Background: an optimization exercise with open tools, aiming at small area, a short achievable clock period and few clock cycles per item. Do not read the settings as production practice. In this exercise RTL edits were held to simulation tests only and were not proved equivalent to the original.

$ cat flow/run.sh
#!/bin/bash
# synth_recipe.tcl (not shown) runs the flow's synth.tcl, then flattens the netlist and writes it again
# the make line also repeats each setting of config.mk as NAME=value (left out here)
make -C /OpenROAD-flow-scripts/flow DESIGN_CONFIG=/design/flow/config.mk WORK_HOME=/design/flow/orfs CLKGATE_MAP_FILE= SYNTH_SCRIPT=/design/flow/synth_recipe.tcl finish
$ cat flow/config.mk
export PLATFORM = sky130hd
export DESIGN_NAME = k2mix_mixer
export DESIGN_NICKNAME = k2mix_mixer
export VERILOG_FILES = /design/flow/design.v
export SDC_FILE = /design/flow/constraint.sdc
export NUM_CORES = 4
export LEC_CHECK = 0
export CAP_MARGIN = 20
export CORE_MARGIN = 2
export CORE_UTILIZATION = 40
export PLACE_DENSITY = 0.6
export SLEW_MARGIN = 20
$ cat flow/constraint.sdc
create_clock -name core_clock -period 40.0 [get_ports {clk}]
set_input_delay 8.0000 -clock core_clock [delete_from_list [all_inputs] [get_ports {clk}]]
set_output_delay 8.0000 -clock core_clock [all_outputs]
set_load 0.01 [all_outputs]
$ cat flow/design.v
module k2mix_mixer (
    input  wire         clk,
    input  wire         rst,         
    input  wire         in_valid,
    output wire         in_ready,
    input  wire [47:0]  sp,          
    output reg          out_valid,
    output wire [255:0] th           
);
    localparam integer N_THR     = 8;
    localparam integer MAXDUTY_U = 80000;
    localparam integer NORM_DEN2 = 254;
    localparam integer COEF_FRAC = 6;
    localparam integer DEN       = NORM_DEN2 << COEF_FRAC;
    localparam signed [35:0] SCALE36 = 2 * MAXDUTY_U;
    localparam signed [35:0] DEN36   = DEN;
    localparam signed [35:0] MAX36   = MAXDUTY_U;
    function signed [7:0] mm;
        input [2:0] i;
        input [2:0] k;
        begin
            mm = 8'sd0;
            case (i)
                3'd0: case (k) 3'd0: mm =  8'sd45; 3'd1: mm = -8'sd45; 3'd5: mm =  8'sd64; default: mm = 8'sd0; endcase
                3'd1: case (k) 3'd0: mm =  8'sd45; 3'd1: mm =  8'sd45; 3'd5: mm = -8'sd64; default: mm = 8'sd0; endcase
                3'd2: case (k) 3'd0: mm = -8'sd45; 3'd1: mm = -8'sd45; 3'd5: mm = -8'sd64; default: mm = 8'sd0; endcase
                3'd3: case (k) 3'd0: mm = -8'sd45; 3'd1: mm =  8'sd45; 3'd5: mm =  8'sd64; default: mm = 8'sd0; endcase
                3'd4: case (k) 3'd2: mm =  8'sd64; 3'd3: mm =  8'sd45; 3'd4: mm =  8'sd45; default: mm = 8'sd0; endcase
                3'd5: case (k) 3'd2: mm =  8'sd64; 3'd3: mm = -8'sd45; 3'd4: mm =  8'sd45; default: mm = 8'sd0; endcase
                3'd6: case (k) 3'd2: mm =  8'sd64; 3'd3: mm =  8'sd45; 3'd4: mm = -8'sd45; default: mm = 8'sd0; endcase
                3'd7: case (k) 3'd2: mm =  8'sd64; 3'd3: mm = -8'sd45; 3'd4: mm = -8'sd45; default: mm = 8'sd0; endcase
                default: mm = 8'sd0;
            endcase
        end
    endfunction
    localparam [7:0] DIR_NEG = 8'b1010_1100;
    reg        busy;
    reg [2:0]  lane;
    reg [47:0] ax;
    assign in_ready = ~busy;
    always @(posedge clk) begin
        if (rst) begin
            busy      <= 1'b0;
            lane      <= 3'd0;
            out_valid <= 1'b0;
        end else begin
            out_valid <= 1'b0;
            if (!busy) begin
                if (in_valid) begin
                    ax   <= sp;
                    busy <= 1'b1;
                    lane <= 3'd0;
                end
            end else begin
                lane <= lane + 3'd1;
                if (lane == N_THR - 1) begin
                    busy      <= 1'b0;
                    out_valid <= 1'b1;
                end
            end
        end
    end
    reg signed [17:0] acc;
    reg signed [17:0] acc_dir;
    reg signed [35:0] num;
    reg signed [35:0] q;
    reg signed [31:0] res;
    integer k;
    always @(*) begin
        acc = 18'sd0;
        for (k = 0; k < 6; k = k + 1)
            acc = acc + mm(lane, k[2:0]) * $signed(ax[8*k +: 8]);
        acc_dir = DIR_NEG[lane] ? -acc : acc;
        num = acc_dir * SCALE36;
        q   = num / DEN36;
        if (q > MAX36)
            res = MAXDUTY_U;
        else if (q < -MAX36)
            res = -MAXDUTY_U;
        else
            res = q[31:0];
    end
    reg [31:0] th_r [0:N_THR-1];
    always @(posedge clk)
        if (busy)
            th_r[lane] <= res;
    genvar g;
    generate
        for (g = 0; g < N_THR; g = g + 1) begin : g_th
            assign th[32*g +: 32] = th_r[g];
        end
    endgenerate
endmodule
==> summary.txt <==
Detail Route met2 WL: 41,300 um
post-CTS setup buffers: 0
met1 WL: 41,100 um
cell count after synthesis: 3,153
worst setup skew after layout: 0.0645 ns
Critical R2R Capture: th_r[4][12]$_DFFE_PP_
Clock Latency Late Sink: 0.58 ns
post-layout utilization of the core: 47.1%
headroom to the max-slew limit: 25.8%
standard-cell row count: 105
clk slew on worst S/H paths: 0.06 ns
Data arrival, critical path: 31.74 ns
HPWL reported at the end of detailed placement: 74,900 um
worst-margin pin slew: 1.11 ns
crit path capture: th_r[4][12]$_DFFE_PP_
maximum clock frequency: 31.7 MHz
number of nets with antenna violations after routing: 0
Synth warnings: 1
R2R Setup Slk: 8.48 ns
complex-gate fraction of the synthesized area: 13.2%
most common cell after layout, fill and taps aside: inv_1
Ports: 309
number of search-and-repair iterations in the first detailed-routing pass: 7
combinational family with the most area after synthesis: adder cells
routed wire length: 90,600 um
post-synthesis mux area share: 1.31%
kind of critical path: flop to flop
vias in the first global route: 24,500
fin nets: 4,151
EDFF count, synth: 304
wire length per cell: 19.9 um
cts repair resizes: 0
required time at the endpoint of the critical path: 40.22 ns
final critical path time including I/O delays and setup: 31.52 ns
total negative slack for setup checks: 0 ns
result of the run: timing/DRC/antenna clean
initial core utilization: 40.5%
CTS Root Cell: clkbuf_16
Bufs on Longest Clock Path: 3
die area: 0.0856 mm^2
highest routed layer: met5
cts bufs inserted: 34
Filler Cells Inserted: 7,608
area share of fa/ha/maj cells after synthesis: 32.7%
Slew Limit Fails: 0
Post-Syn Area per Cell: 10.6 um^2
fraction of layout cells with a size suffix above 1: 8.28%
die height: 293 um
standard cell core area: 0.0822 mm^2
origin of the worst min-delay path: busy$_SDFF_PP0_
standard cell with the maximum stage delay on the critical path: fa_1
Critical Path Most Common Cell: fa_1
most frequent cells in the layout: inv_1, fa_1, clkdlybuf4s50_1, edfxtp_1, ha_1
Chip Width: 293 um
fraction of synthesis flops using an asynchronous set or reset pin: 0%
H-tree Lvls: 2
clock tree from TritonCTS: yes
total global routing track utilization: 21.5%
Sinks on Clock Net: 309
number of design rule violations left after detail routing: 0
via total after detailed routing: 24,300
share of synthesized cell area in and, or, nand and nor gates: 13.0%
share of the clock period used by the worst path after layout: 78.8%
number of endpoints failing setup at the final stage: 0
number of hold-slack violations in the final timing report: 0
min-delay worst type: flop to flop
initial antenna violation count: 2
global-route wire length before repair: 144,000 um
WL met3: 5900 um
final weighted congestion in routability-driven placement: 0.916
element type at the critical path end: flop
sum of overflow across all layers after global routing: 0
pin count of the biggest net entering global routing: 62
worst reg2reg startpoint: lane[0]$_SDFFE_PP0P_
number of hold-repair buffers added at the cts stage: 0
Synth Area in XOR/XNOR: 4.33%
CP max stage delay: 0.73 ns
total of flip-flops plus latches after synthesis: 309
source of the critical timing path: lane[0]$_SDFFE_PP0P_
area of the mapped netlist: 0.0333 mm^2
number of nets produced by synthesis: 3,837
number of distinct standard cells referenced by the synthesized netlist: 167
kind of start point of the critical path: flop
most used flip-flop cell after synthesis: edfxtp_1
P&R area growth vs syn: 16.3%
setup repair after global routing missed its margin: no
reg2reg path depth: 95
critical-path maximum fanout: 22
Maximum Capacitance Violations: 0
# port buffers: 308
part of the Yosys area used for sequential elements: 27.7%
post-detailed-route via-to-cell ratio: 5.32
iteration-0 DRC count of the detailed router: 1,808
-- critical path: cells and delay by family (launching register included) --
kind,cells,cell delay [ns]
buf+inv,12,1.49
fa+ha+maj,18,8.66
mux,2,1.04
flops,1,0.50
compound gates,35,11.13
simple gates,24,7.47
xor+xnor,4,0.82
-- layout make-up --
cell class / count / area, um^2 / share of cell area, %
Multi-Input combinational cell: 2204 / 21600 / 55.8
Sequential cell: 309 / 9230 / 23.8
Timing Repair Buffer: 337 / 3310 / 8.56
Inverter: 581 / 2180 / 5.63
Tap cell: 1070 / 1340 / 3.46
Clock buffer: 43 / 906 / 2.34
Clock inverter: 17 / 156 / 0.404
Antenna cell: 1 / 2.50 / 0.00646
-- flip-flops by register name (all words and copies together), names as in the netlist --
name and flops:
th_r 256, busy 1, lane 3, ax 48, out_valid 1
-- metrics by stage --
step                      setup WS [ns]  area [um^2]  hold WS, ns  cells
after floorplan                   12.59        33300        0.536   3153
after global placement             8.27        37600        0.567   4498
after detailed placement           8.90        37700        0.580   4501
after CTS                          8.69        38700        0.537   4561
after global routing               6.19        38700        0.583   4561
final                              8.48        38700        0.559   4562
-- cell families (layout without fill, tap and decap cells) --
logic type | Yosys count | after routing
other | 1 | 2
muxes | 39 | 39
AOI/OAI and AO/OA | 566 | 566
and+or+nand+nor | 809 | 809
buffers and inverters | 640 | 978
xor gates and xnor gates | 154 | 154
adders and majority gates | 635 | 635
DFF | 309 | 309
-- cells in the mapped netlist (14+ instances only) --
cell / number / area, um^2
ha_1: 242 / 3030
clkbuf_1: 24 / 90.1
o22ai_1: 16 / 100
nor2_1: 174 / 653
o21a_1: 24 / 180
and3_1: 30 / 188
nand4_1: 30 / 188
or3_1: 16 / 100
xnor2_1: 106 / 928
fa_1: 391 / 7830
xor2_1: 40 / 350
mux2i_1: 19 / 190
nand3_1: 66 / 330
edfxtp_1: 304 / 9130
o211a_1: 18 / 180
nand2b_1: 14 / 87.6
o21ai_0: 75 / 375
a21oi_1: 89 / 445
nor2b_1: 28 / 175
a31oi_1: 49 / 307
and2_1: 45 / 282
o211ai_1: 26 / 195
a21o_1: 27 / 203
o21ai_1: 18 / 90.1
a211oi_1: 25 / 188
nor3_1: 68 / 340
inv_1: 580 / 2180
nand2_1: 189 / 709
-- layer usage --
layer  vias to the layer above  GRT usage (%)
met5                         -              0
met4                         2           5.63
met3                       112           3.23
met2                       818           34.6
met1                     11900           30.4
li1                      11500              -
-- worst min-delay path by stage --
stage	endpoint	slack, ns	cells after the start
3_3_place_gp	out_valid$_SDFF_PP0_	0.57	2
6_report	out_valid$_SDFF_PP0_	0.56	2
4_1_cts	out_valid$_SDFF_PP0_	0.54	2
3_5_place_dp	out_valid$_SDFF_PP0_	0.58	2
2_1_floorplan	lane[2]$_SDFFE_PP0P_	0.54	3
5_1_grt	out_valid$_SDFF_PP0_	0.58	2
Testbench counts, summed over its fixed seeds: cycles 108,008, items 12,000.

==> what the ideal ports hide <==
Ports are ideal in the flow. The routed layout listed here was re-timed in OpenROAD.
Step 1 (the two cells are an assumption about what drives the block):
set clk [get_ports {clk}]
set_driving_cell -lib_cell sky130_fd_sc_hd__clkbuf_16 $clk
set_driving_cell -lib_cell sky130_fd_sc_hd__buf_2 [delete_from_list [all_inputs] $clk]
Step 2, shift: input delay + t, output delay - t, t = (earliest + latest rising clock arrival at the registers) / 2. This alone moves slack from input paths to output paths.
a / b / c = no drivers / after step 1 / after step 2; a / b = the first two.
t (ns): 0.609
setup WS [ns]: 8.481 / 8.481 / 8.481
pins driven straight from the clock port: 1
After both steps this run still meets setup and hold. For this run, drivers alone change the setup slack by 0.000 ns; drivers and shift together by 0.000 ns.
